Background: an optimization exercise with open tools, aiming at small area and a short achievable clock period. Do not read the settings as production practice. In this exercise RTL edits were held to simulation tests only and were not proved equivalent to the original. Power figures rest on the tool's default switching activity, not on a simulated workload.

Setup of run 1:
==> flow/design.v <==
module cga_qenc (
    input  wire       clk,
    input  wire       rst,         
    input  wire       in_valid,
    input  wire       in_sol,      
    input  wire [7:0] in_r,
    input  wire [7:0] in_g,
    input  wire [7:0] in_b,
    output reg        out_valid,
    output reg  [3:0] out_idx,
    output reg  [7:0] out_comp0,   
    output reg  [7:0] out_comp1    
);
    function [63:0] wave_row;
        input [2:0] hue;
        case (hue)
            3'd0: wave_row = 64'h00_00_00_00_00_00_00_00;
            3'd1: wave_row = 64'h00_00_38_C8_FF_FF_B0_20;
            3'd2: wave_row = 64'hFF_D0_60_10_00_28_A0_F8;
            3'd3: wave_row = 64'hFF_FF_F0_A8_40_58_C0_FF;
            3'd4: wave_row = 64'h20_B0_FF_FF_C8_38_00_00;
            3'd5: wave_row = 64'h68_E0_FF_FF_F8_98_30_18;
            3'd6: wave_row = 64'h10_60_D0_FF_E8_78_08_00;
            default: wave_row = 64'hFF_FF_FF_FF_FF_FF_FF_FF;
        endcase
    endfunction
    function [511:0] enc_table;
        input dummy;
        integer h, p;
        reg [63:0] row;
        reg [17:0] prod;
        begin
            enc_table = 512'd0;
            for (h = 0; h < 8; h = h + 1) begin
                row = wave_row(h[2:0]);
                for (p = 0; p < 8; p = p + 1) begin
                    prod = row[63 - 8*p -: 8] * 18'd768;
                    enc_table[16*(4*h + p/2) + 8*(1 - p%2) +: 8] = prod[17:10];
                end
            end
        end
    endfunction
    localparam [511:0] ENC = enc_table(1'b0);
    function [7:0] bright;
        input [7:0] v;
        input       i3;
        bright = {v[7:6] + {1'b0, i3}, v[5:0]};
    endfunction
    function [10:0] radd;             
        input [9:0] a, b;
        input       ci;
        integer k;
        reg c;
        begin
            c = ci;
            for (k = 0; k < 10; k = k + 1) begin
                radd[k] = a[k] ^ b[k] ^ c;
                c = (a[k] & b[k]) | (a[k] & c) | (b[k] & c);
            end
            radd[10] = c;
        end
    endfunction
    function rge;                     
        input [9:0] a, b;
        reg [10:0] t;
        begin
            t   = radd(a, ~b, 1'b1);
            rge = t[10];
        end
    endfunction
    function [9:0] rsum;
        input [9:0] a, b;
        reg [10:0] t;
        begin
            t    = radd(a, b, 1'b0);
            rsum = t[9:0];
        end
    endfunction
    function [6:0] dist_m;
        input [7:0] c;
        reg [9:0] t;
        begin
            if (!rge({2'b00, c}, 10'd86))
                dist_m = c[6:0];
            else if (rge({2'b00, c}, 10'd170))
                begin t = rsum({2'b00, c}, 10'h356); dist_m = t[6:0]; end    
            else
                begin t = rsum({2'b00, ~c}, 10'd171); dist_m = t[6:0]; end   
        end
    endfunction
    function [3:0] quant;
        input [7:0] r, g, b;
        reg        lr, lg, lb, hr, hg, hb, reg6, pick2;
        reg [6:0]  mr, mg, mb, mm, hg7, tg;
        reg [9:0]  mrb, msum, ksum, m2, t;
        reg        k_ok, bbd, brown, dark;
        reg [3:0]  didx;
        begin
            lr = rge({2'b00, r}, 10'd86);
            lg = rge({2'b00, g}, 10'd86);
            lb = rge({2'b00, b}, 10'd86);
            hr = rge({2'b00, r}, 10'd171);
            hg = rge({2'b00, g}, 10'd171);
            hb = rge({2'b00, b}, 10'd171);
            mr = dist_m(r); mg = dist_m(g); mb = dist_m(b);
            mrb  = rsum({3'b000, mr}, {3'b000, mb});
            msum = rsum(mrb, {3'b000, mg});
            reg6  = lr & lg & ~lb;
            pick2 = ~hr & rge({3'b000, mr}, {3'b000, mb});
            mm    = pick2 ? mr : mb;
            m2    = {2'b00, mm, 1'b0};
            if (reg6)
                dark = rge(m2, rsum(msum, 10'd43));
            else
                dark = !rge(msum, 10'd128);
            didx = reg6 ? (pick2 ? 4'd2 : 4'd7) : {1'b0, lr, lg, lb};
            tg   = rsum({2'b00, g}, 10'h3D6);                   
            hg7  = hg ? {tg[5:0], 1'b0} : 7'd0;                
            ksum = rsum(mrb, {3'b000, hg7});
            k_ok = rge({2'b00, r}, 10'd85) && !lb &&
                   !rge({2'b00, g}, 10'd213) && !rge(ksum, 10'd86);
            if (reg6)
                bbd = !rge(rsum({2'b00, g}, m2), 10'd298);
            else
                bbd = rge({2'b00, g}, 10'd43) && !rge({2'b00, g}, 10'd128);
            brown = k_ok & bbd;
            if (brown)
                quant = 4'd6;
            else if (dark)
                quant = didx;
            else
                quant = {1'b1, hr, hg, hb};
        end
    endfunction
    reg  [1:0] last_hdot;
    wire [1:0] in_hdot = in_sol ? 2'd0 : last_hdot + 2'd1;
    reg        s1_valid;
    reg  [7:0] s1_r, s1_g, s1_b;
    wire [1:0] s1_hdot = last_hdot;
    always @(posedge clk) begin
        if (rst) begin
            last_hdot <= 2'd3;
            s1_valid  <= 1'b0;
        end else begin
            s1_valid <= in_valid;
            if (in_valid)
                last_hdot <= in_hdot;
        end
        s1_r <= in_r;
        s1_g <= in_g;
        s1_b <= in_b;
    end
    wire [3:0]  q_idx = quant(s1_r, s1_g, s1_b);
    wire [15:0] enc_v = ENC[16*{q_idx[2:0], s1_hdot} +: 16];
    always @(posedge clk) begin
        if (rst)
            out_valid <= 1'b0;
        else
            out_valid <= s1_valid;
        out_idx   <= q_idx;
        out_comp0 <= bright(enc_v[15:8], q_idx[3]);
        out_comp1 <= bright(enc_v[7:0], q_idx[3]);
    end
endmodule
==> flow/config.mk <==
export PLATFORM = sky130hd
export DESIGN_NAME = cga_qenc
export DESIGN_NICKNAME = cga_qenc
export VERILOG_FILES = /design/flow/design.v
export SDC_FILE = /design/flow/constraint.sdc
export NUM_CORES = 4
export LEC_CHECK = 0
export ABC_AREA = 1
export CAP_MARGIN = 20
export CORE_MARGIN = 2
export CORE_UTILIZATION = 40
export PLACE_DENSITY = 0.6
export SLEW_MARGIN = 20
==> flow/constraint.sdc <==
create_clock -name core_clock -period 40.0 [get_ports {clk}]
set_input_delay 8.0000 -clock core_clock [delete_from_list [all_inputs] [get_ports {clk}]]
set_output_delay 8.0000 -clock core_clock [all_outputs]
set_load 0.01 [all_outputs]
standard.sh (not shown) runs the stock make flow with config.mk's settings and CLKGATE_MAP_FILE= SYNTH_SCRIPT=/design/flow/synth_recipe.tcl, a recipe that flattens the netlist after the stock synthesis.
==> flow/flow/run.sh <==
#!/bin/bash
# The standard layout (standard.sh), with three changes:
#  - synthesis maps the logic with flow/abc_area.script (area-oriented),
#  - no separate full/half-adder extraction before that mapping,
#  - the port buffers are buf_1 cells.
set -euo pipefail
here=$PWD
export MY_ABC_SCRIPT=$here/flow/abc_area.script
bash standard.sh SYNTH_SCRIPT=$here/flow/my_synth.tcl ADDER_MAP_FILE= \
  "BUFFER_PORTS_ARGS=-buffer_cell sky130_fd_sc_hd__buf_1" finish > standard.log 2>&1
==> flow/flow/abc_area.script <==
strash
&get -n
&deepsyn -T 60
&put
dch -f
amap
topo
upsize -D 6800
dnsize -D 6800
topo
==> flow/flow/my_synth.tcl <==
# synth_recipe.tcl, with the logic mapped by this flow's own ABC script
# (flow/abc_area.script) in place of the platform's. Registers, their names
# and everything else are as in the standard synthesis.
proc synth {args} { yosys synth -nofsm -noshare {*}$args }
proc abc {args} {
  set i [lsearch -exact $args -script]
  if { $i >= 0 } { lset args [expr { $i + 1 }] $::env(MY_ABC_SCRIPT) }
  yosys abc {*}$args
}
source $::env(SCRIPTS_DIR)/synth.tcl
# left out here: clear keep_hierarchy, flatten, clean up, hide names made inside functions, write 1_2_yosys.v
diff inputs: run 1 => run 2
==> flow/flow/abc_area.script <==
strash
&get -n
&deepsyn -T 60
&put
dch -f
amap
topo
upsize -D 6000
dnsize -D 6000
topo
--- outcome ---
- The global-route usage reported for run 2 is greater than that of run 1 by 0.54 points.
- Higher final critical delay including setup and external delays goes to run 1 over run 2.
- Delta (run 2 minus run 1): layout sequential cell count essentially unchanged; area added between synthesis and finish increased 0.20 points; routed length on met1 increased 310 µm; wire length of the first global-routing pass increased about 5%.
Here is what was changed in the inputs of run 3 compared with run 2.
Settings: CORE_UTILIZATION now 70, was 40; PLACE_DENSITY now 0.85, was 0.6.
## What came out
Any difference in overall power consumption between run 2 and run 3 is small enough to ignore. Area of the core went down by more than a quarter going from run 2 to run 3. In the reports for run 2 and run 3, the smaller global routing usage on met1 belongs to run 2. Combinational power (run 3 over run 2): increase, about 2%.
> inputs changed (run 3 -> run 4)
Settings: PLACE_DENSITY changed from 0.85 to 0.6; CORE_UTILIZATION changed from 70 to 40.
==> flow/flow/abc_area.script <==
strash
&get -n
&deepsyn -T 60
&put
dch -f
amap
topo
upsize -D 5400
dnsize -D 5400
topo
==> run summary <==
Clock latency at the later pin of the worst-skew pair essentially unchanged between run 3 and run 4.
In run 4, the starting density of the core came out 31 points below the value in run 3.
Run 4 against run 3: final-layout non-clock buffer area share went down, maximum VDD drop now smaller, synthesized area per cell increased 2.7%, maximum clock insertion buffer count has remained practically unchanged, first-pass GRT wire length went down.
Cell area | run 4 vs run 3 | run 4 larger
| fraction of the mapped netlist area in compound gates | lower: run 3 |

==> re-timing with driven ports <==
The flow's constraints put no driver on any port. The routed layouts listed below were extracted and timed again, unchanged, in two steps. Step 1 sets driving cells, clkbuf_16 on the clock port and buf_2 on the other inputs (assumed; they add their load-dependent delay and slew). Step 2 moves the port delays by t, midway between the first and last clock arrival at a register: inputs arrive t later, outputs are due t later. That takes back most of the time a late clock gives input paths. Slacks: no drivers / after step 1 / after step 2; pairs: no drivers / after step 1.
run | t, ns | setup WS [ns] | worst setup path after step 2
run 1 | 0.333 | 31.193 / 31.163 / 31.321 | input to register
run 2 | 0.333 | 31.211 / 31.178 / 31.314 | input to register
run 3 | 0.318 | 31.205 / 31.180 / 31.295 | input to register
run 4 | 0.331 | 31.200 / 31.168 / 31.335 | input to register
After both steps setup and hold are still met in every run listed.
